Context: an optimization exercise on an open-source flow, tuned for small area, a short achievable clock period and few clock cycles per item. The choices shown serve that exercise and are no tape-out recipe.
Function was checked by simulation only, so behaviour that the tests miss may differ from the original.

## old
==> flow/design.v <==
module canfc_tx (
    input  wire        clk,
    input  wire        rst,           
    input  wire        in_valid,
    output reg         in_ready,
    input  wire        in_mode,       
    input  wire [28:0] in_id,
    input  wire        in_ext,
    input  wire        in_rtr,
    input  wire [3:0]  in_len,
    input  wire [63:0] in_data,       
    input  wire        in_ts_valid,
    input  wire [31:0] in_ts,
    output reg         out_valid,
    input  wire        out_ready,
    output reg  [7:0]  out_byte
);
    localparam [3:0] S_IDLE  = 4'd0,    
                     S_TAG   = 4'd1,    
                     S_TSD   = 4'd2,    
                     S_COLON = 4'd3,
                     S_TSSP  = 4'd4,    
                     S_ID    = 4'd5,    
                     S_IDSP  = 4'd6,    
                     S_LEN   = 4'd7,    
                     S_SP    = 4'd8,    
                     S_R1    = 4'd9,
                     S_T     = 4'd10,
                     S_R2    = 4'd11,
                     S_HI    = 4'd12,   
                     S_LO    = 4'd13;   
    localparam integer K  = 3;                  
    localparam integer NS = 10;                 
    localparam [3:0]   CDONE = NS + 1;
    function [3:0] inc4(input [3:0] v);
        begin
            inc4[0] = ~v[0];
            inc4[1] = v[1] ^ v[0];
            inc4[2] = v[2] ^ (v[1] & v[0]);
            inc4[3] = v[3] ^ (v[2] & v[1] & v[0]);
        end
    endfunction
    function [3:0] dec4(input [3:0] v);
        begin
            dec4[0] = ~v[0];
            dec4[1] = v[1] ^ ~v[0];
            dec4[2] = v[2] ^ ~(v[1] | v[0]);
            dec4[3] = v[3] ^ ~(v[2] | v[1] | v[0]);
        end
    endfunction
    reg        m, ext, rtr;
    reg [3:0]  len;
    reg [28:0] id;
    reg [63:0] data;
    reg        ffree;       
    always @(posedge clk) begin
        if (ffree) begin
            m    <= in_mode;
            ext  <= in_ext;
            rtr  <= in_rtr;
            len  <= in_len;
            id   <= in_id;
            data <= in_data;
        end
    end
    wire wf = (len <= 4'd8) && (ext || id[28:11] == 18'd0);
    reg [3:0]  st;          
    reg [3:0]  idx;
    reg        dpend;       
    reg        dm;          
    reg        bcd_hold;    
    reg  cok;
    wire take = in_valid && ffree && cok;    
    wire adv  = !out_valid || out_ready;
    reg [38:0] bcd;         
    reg [3:0]  cs;
    reg [K-1:0] sr;         
    reg  [K-1:0] slice;     
    integer s;
    always @(*) begin
        slice = {K{1'b0}};
        for (s = 0; s < NS; s = s + 1)
            if (cs == s)
                slice = slice | in_ts[29 - K*s -: K];
    end
    function [3:0] lut2(input [1:0] v);
        lut2 = {1'b0, v == 2'd2, v[1] ^ v[0] ? 1'b1 : 1'b0, v == 2'd3};
    endfunction
    function [3:0] dbl(input [3:0] d);
        begin
            dbl[0] = (d[0] & d[2]) | (d[1] & ~d[2] & d[3]) | (d[2] & ~d[3]);
            dbl[1] = ~((~d[0] & ~d[1] & ~d[3]) | (d[1] & d[3]) | d[2]);
            dbl[2] = (d[0] & d[3]) | (d[1] & ~d[3]);
            dbl[3] = d[0] | (d[2] & d[3]);
        end
    endfunction
    reg [39:0] dd, dn;
    integer i, j;
    always @(*) begin
        dd = {1'b0, bcd};
        for (i = K - 1; i >= 0; i = i - 1) begin
            for (j = 0; j < 10; j = j + 1)
                dn[4*j +: 4] = dbl({(j == 0) ? sr[i] : dd[4*j - 1], dd[4*j +: 3]});
            dd = dn;
        end
    end
    wire cload = !bcd_hold && cs == 4'd0;
    wire cstep = cs != 4'd0 && cs != CDONE;
    always @(posedge clk) begin
        if (cload || cstep)
            sr <= slice;
        if (cload)
            bcd <= {35'd0, lut2(in_ts[31:30])};
        else if (cstep)
            bcd <= dd[38:0];
        if (rst || !in_valid || take)
            cs <= 4'd0;
        else if (cload || cstep)
            cs <= inc4(cs);
    end
    wire [9:1] nz;
    genvar gk;
    generate
        for (gk = 1; gk < 9; gk = gk + 1) begin : g_nz
            assign nz[gk] = |bcd[4*gk +: 4];
        end
    endgenerate
    assign nz[9] = |bcd[38:36];
    wire nz98 = nz[9] | nz[8];
    wire nz74 = nz[7] | nz[6] | nz[5] | nz[4];
    wire [3:0] ntop;
    assign ntop[3] = nz98;
    assign ntop[2] = !nz98 && nz74;
    assign ntop[1] = !nz98 && (nz[7] || nz[6] || (!(nz[5] || nz[4]) && (nz[3] || nz[2])));
    assign ntop[0] = nz[9] || (!nz[8] && (nz[7] || (!nz[6] && (nz[5] || (!nz[4] &&
                     (nz[3] || (!nz[2] && nz[1])))))));
    wire [3:0] nid = ext ? 4'd7 : 4'd2;      
    reg [3:0] bq, dig;
    always @(*) begin
        case (idx)
            4'd0: bq = bcd[3:0];
            4'd1: bq = bcd[7:4];
            4'd2: bq = bcd[11:8];
            4'd3: bq = bcd[15:12];
            4'd4: bq = bcd[19:16];
            4'd5: bq = bcd[23:20];
            4'd6: bq = bcd[27:24];
            4'd7: bq = bcd[31:28];
            4'd8: bq = bcd[35:32];
            default: bq = {1'b0, bcd[38:36]};
        endcase
        case (bq)
            4'b0010: dig = 4'd1;
            4'b0110: dig = 4'd2;
            4'b0001: dig = 4'd3;
            4'b0101: dig = 4'd4;
            4'b1000: dig = 4'd5;
            4'b1010: dig = 4'd6;
            4'b1110: dig = 4'd7;
            4'b1001: dig = 4'd8;
            4'b1101: dig = 4'd9;
            default: dig = 4'd0;
        endcase
    end
    reg [3:0] nib;
    always @(*) begin
        case (st)
            S_TSD:   nib = dig;
            S_ID:    nib = {3'd0, id} >> {idx[2:0], 2'b00};
            S_LEN:   nib = len;
            S_HI:    nib = data[{idx[2:0], 3'b100} +: 4];
            S_LO:    nib = data[{idx[2:0], 3'b000} +: 4];
            default: nib = 4'd0;
        endcase
    end
    reg [7:0] hexch;
    always @(*) begin
        case (nib)
            4'hA:    hexch = 8'h41;
            4'hB:    hexch = 8'h42;
            4'hC:    hexch = 8'h43;
            4'hD:    hexch = 8'h44;
            4'hE:    hexch = 8'h45;
            4'hF:    hexch = 8'h46;
            default: hexch = {4'h3, nib};
        endcase
    end
    reg [7:0] ch;
    always @(*) begin
        if (dpend)
            ch = dm ? 8'h0A : 8'h0D;
        else
            case (st)
                S_TAG:   ch = ext ? (rtr ? 8'h52 : 8'h54) : (rtr ? 8'h72 : 8'h74);
                S_COLON: ch = 8'h3A;
                S_TSSP,
                S_IDSP,
                S_SP:    ch = 8'h20;
                S_R1,
                S_R2:    ch = 8'h72;
                S_T:     ch = 8'h74;
                default: ch = hexch;
            endcase
    end
    reg [3:0] ns, ni;
    reg       last;         
    always @(*) begin
        ns = st; ni = idx; last = 1'b0;
        case (st)
            S_TAG: begin
                ns = S_ID;
                ni = nid;
            end
            S_TSD: begin
                if (idx == 4'd0) ns = S_COLON;
                else             ni = dec4(idx);
            end
            S_COLON: ns = S_TSSP;
            S_TSSP: begin
                ns = S_ID;
                ni = nid;
            end
            S_ID: begin
                if (idx == 4'd0) ns = m ? S_IDSP : S_LEN;
                else             ni = dec4(idx);
            end
            S_IDSP: ns = S_LEN;
            S_LEN: begin
                ni = 4'd0;
                if (!m) last = rtr || len == 4'd0;
                else    last = !rtr && len == 4'd0;
                ns = last ? S_IDLE : (!m ? S_HI : S_SP);
            end
            S_SP: ns = rtr ? S_R1 : S_HI;
            S_R1: ns = S_T;
            S_T:  ns = S_R2;
            S_R2: begin
                ns = S_IDLE; last = 1'b1;
            end
            S_HI: ns = S_LO;
            S_LO: begin
                if (inc4(idx) == len) begin
                    ns = S_IDLE; last = 1'b1;
                end else begin
                    ni = inc4(idx);
                    ns = m ? S_SP : S_HI;
                end
            end
            default: ns = S_IDLE;
        endcase
    end
    wire busy = !ffree;                
    wire kill = busy && !wf;           
    wire gen  = adv && !dpend && busy;
    always @(posedge clk) begin
        if (ffree) begin
            if (!in_mode)
                st <= S_TAG;
            else if (in_ts_valid)
                st <= S_TSD;
            else
                st <= S_ID;
            idx <= (in_mode && in_ts_valid) ? ntop : (in_ext ? 4'd7 : 4'd2);
        end else if (gen) begin
            st  <= ns;
            idx <= ni;
        end
    end
    always @(posedge clk) begin
        if (rst) begin
            dpend     <= 1'b0;
            bcd_hold  <= 1'b0;
            out_valid <= 1'b0;
        end else begin
            if (adv) begin
                out_byte  <= ch;
                out_valid <= dpend || (busy && wf);
                if (dpend)
                    dpend <= 1'b0;
            end
            if (take) begin
                bcd_hold <= in_mode && in_ts_valid;
            end else if (gen) begin
                if (kill) begin
                    bcd_hold <= 1'b0;
                end else begin
                    if (last) begin
                        dpend <= 1'b1;
                        dm    <= m;
                    end
                    if (st == S_TSD && idx == 4'd0)
                        bcd_hold <= 1'b0;
                end
            end
        end
    end
    wire busy_n = take || (busy && !(gen && (kill || last)));
    wire conv_n = (cs == CDONE) || (cs == NS && !bcd_hold);
    always @(posedge clk) begin
        if (rst) begin
            in_ready <= 1'b0;
            ffree    <= 1'b1;
            cok      <= 1'b0;
        end else begin
            in_ready <= in_valid && !busy_n && (!(in_mode && in_ts_valid) || conv_n);
            ffree    <= !busy_n;
            cok      <= in_valid && (!(in_mode && in_ts_valid) || conv_n);
        end
    end
endmodule
export LEC_CHECK = 0
export CAP_MARGIN = 20
export CORE_MARGIN = 2
export CORE_UTILIZATION = 40
export SLEW_MARGIN = 20
create_clock -name core_clock -period 40.0 [get_ports {clk}]
standard.sh (not shown) runs the stock make flow with config.mk's settings and CLKGATE_MAP_FILE= SYNTH_SCRIPT=/design/flow/synth_recipe.tcl, a recipe that flattens the netlist after the stock synthesis.
==> flow/flow/run.sh <==
#!/bin/bash
# Layout flow: the standard ORFS flow (standard.sh) with three changes.
#  1. Synthesis is synth_recipe.tcl unchanged except that Yosys's abc pass
#     runs flow/abc_area.script (an area-oriented mapping) in place of
#     ORFS's abc_speed.script. Registers are mapped before abc, so they are
#     the standard synthesis's registers. ADDER_MAP_FILE is left empty, so
#     adders are not mapped to the platform's half/full adder cells but left
#     to abc like the rest of the logic.
#  2. Each input port gets a buf_1 and each output port a buf_2
#     (flow/pre_resize.tcl), in place of the delay buffers the default port
#     buffering picks.
#  3. Clock tree: a clkbuf_16 root and clkbuf_8 buffers below it, without
#     dummy loads (CTS_ARGS). The tree stays balanced for all registers.
# The make output goes to standard.log; each ORFS step writes its own log
# under orfs/logs/.
set -euo pipefail
HERE=$(pwd)
ABC_SCRIPT="$HERE/flow/abc_area.script"
{
  head -n 1 synth_recipe.tcl
  echo "proc abc {args} { set i [lsearch -exact \$args -script]; if {\$i >= 0} { lset args [expr {\$i + 1}] $ABC_SCRIPT }; yosys abc {*}\$args }"
  tail -n +2 synth_recipe.tcl
} > my_synth.tcl
sed "s#SYNTH_SCRIPT=[^ ]*#SYNTH_SCRIPT=$HERE/my_synth.tcl ADDER_MAP_FILE=#" standard.sh > my_standard.sh
grep -q "SYNTH_SCRIPT=$HERE/my_synth.tcl" my_standard.sh
export BUFFER_PORTS_ARGS="-inputs -buffer_cell sky130_fd_sc_hd__buf_1"
export CTS_ARGS="-sink_clustering_enable -repair_clock_nets -dont_use_dummy_load -root_buf sky130_fd_sc_hd__clkbuf_16 -buf_list sky130_fd_sc_hd__clkbuf_8"
export PRE_RESIZE_TCL="$HERE/flow/pre_resize.tcl"
bash my_standard.sh > "$HERE/standard.log" 2>&1
==> flow/flow/abc_area.script <==
strash
&get -n
&fraig -x
&put
scorr
dc2
strash
&get -n
&dch -f
&nf -R 1000
&put
==> flow/flow/pre_resize.tcl <==
# Buffer the output ports (the inputs were buffered before global placement).
buffer_ports -outputs -buffer_cell sky130_fd_sc_hd__buf_2
Testbench counts of old, summed over its fixed seeds: cycles 25,116, frames 1,200.
### old -> new
- changing CORE_UTILIZATION from 40 to 60
-- flow/flow/run.sh --
<<< old, line 2
# Layout flow: the standard ORFS flow (standard.sh) with three changes.
>>> new, line 2
# Layout flow: the standard ORFS flow (standard.sh) with two changes.
<<< old, line 9
#  2. Each input port gets a buf_1 and each output port a buf_2
#     (flow/pre_resize.tcl), in place of the delay buffers the default port
#     buffering picks.
#  3. Clock tree: a clkbuf_16 root and clkbuf_8 buffers below it, without
#     dummy loads (CTS_ARGS). The tree stays balanced for all registers.
# The make output goes to standard.log; each ORFS step writes its own log
# under orfs/logs/.
>>> new, line 9
#  2. Each input port gets a buf_1 and each output port a buf_4, in place of
#     the delay buffers the default port buffering picks.
<<< old, line 27
export CTS_ARGS="-sink_clustering_enable -repair_clock_nets -dont_use_dummy_load -root_buf sky130_fd_sc_hd__clkbuf_16 -buf_list sky130_fd_sc_hd__clkbuf_8"
>>> new, line 22
export CTS_ARGS="-sink_clustering_enable -repair_clock_nets -dont_use_dummy_load -buf_list sky130_fd_sc_hd__clkbuf_8"
==> flow/flow/pre_resize.tcl <==
# Buffer the output ports (the inputs were buffered before global placement).
buffer_ports -outputs -buffer_cell sky130_fd_sc_hd__buf_4
### Flow results
- | starting utilization of the core area | new vs old | 21 points higher |
- new completed end to end with timing, DRC and antenna clean.
- Relative to old, number of global-route vias before repair has increased by 484 in new.
- Note that the post-layout instance count excluding filler cells recorded for old amounts to 1.08 times the value seen in new.

[separate check: timing with driven ports]
Ports are ideal in the flow. The routed layouts listed here were re-timed in OpenROAD. Step 1 sets driving cells, clkbuf_16 on the clock port and buf_2 on the other inputs (assumed; they add their load-dependent delay and slew). Step 2 moves the port delays by t, midway between the first and last clock arrival at a register: inputs arrive t later, outputs are due t later. That takes back most of the time a late clock gives input paths. a / b / c = ideal ports / drivers / drivers and shift; a / b = the first two.
run | t (ns) | setup slack, ns | worst setup path at the end | slew at the worst register clock pin (ns) | pins driven straight from the clock port
old | 0.424 | 31.105 / 31.055 / 30.717 | input to register | 0.10 / 0.10 | 1
new | 0.484 | 31.008 / 30.968 / 30.778 | input to register | 0.09 / 0.09 | 1
After both steps every run listed still meets setup and hold. The setup slack of old, which loses most, moves by -0.050 ns with the drivers and by -0.388 ns with both steps.
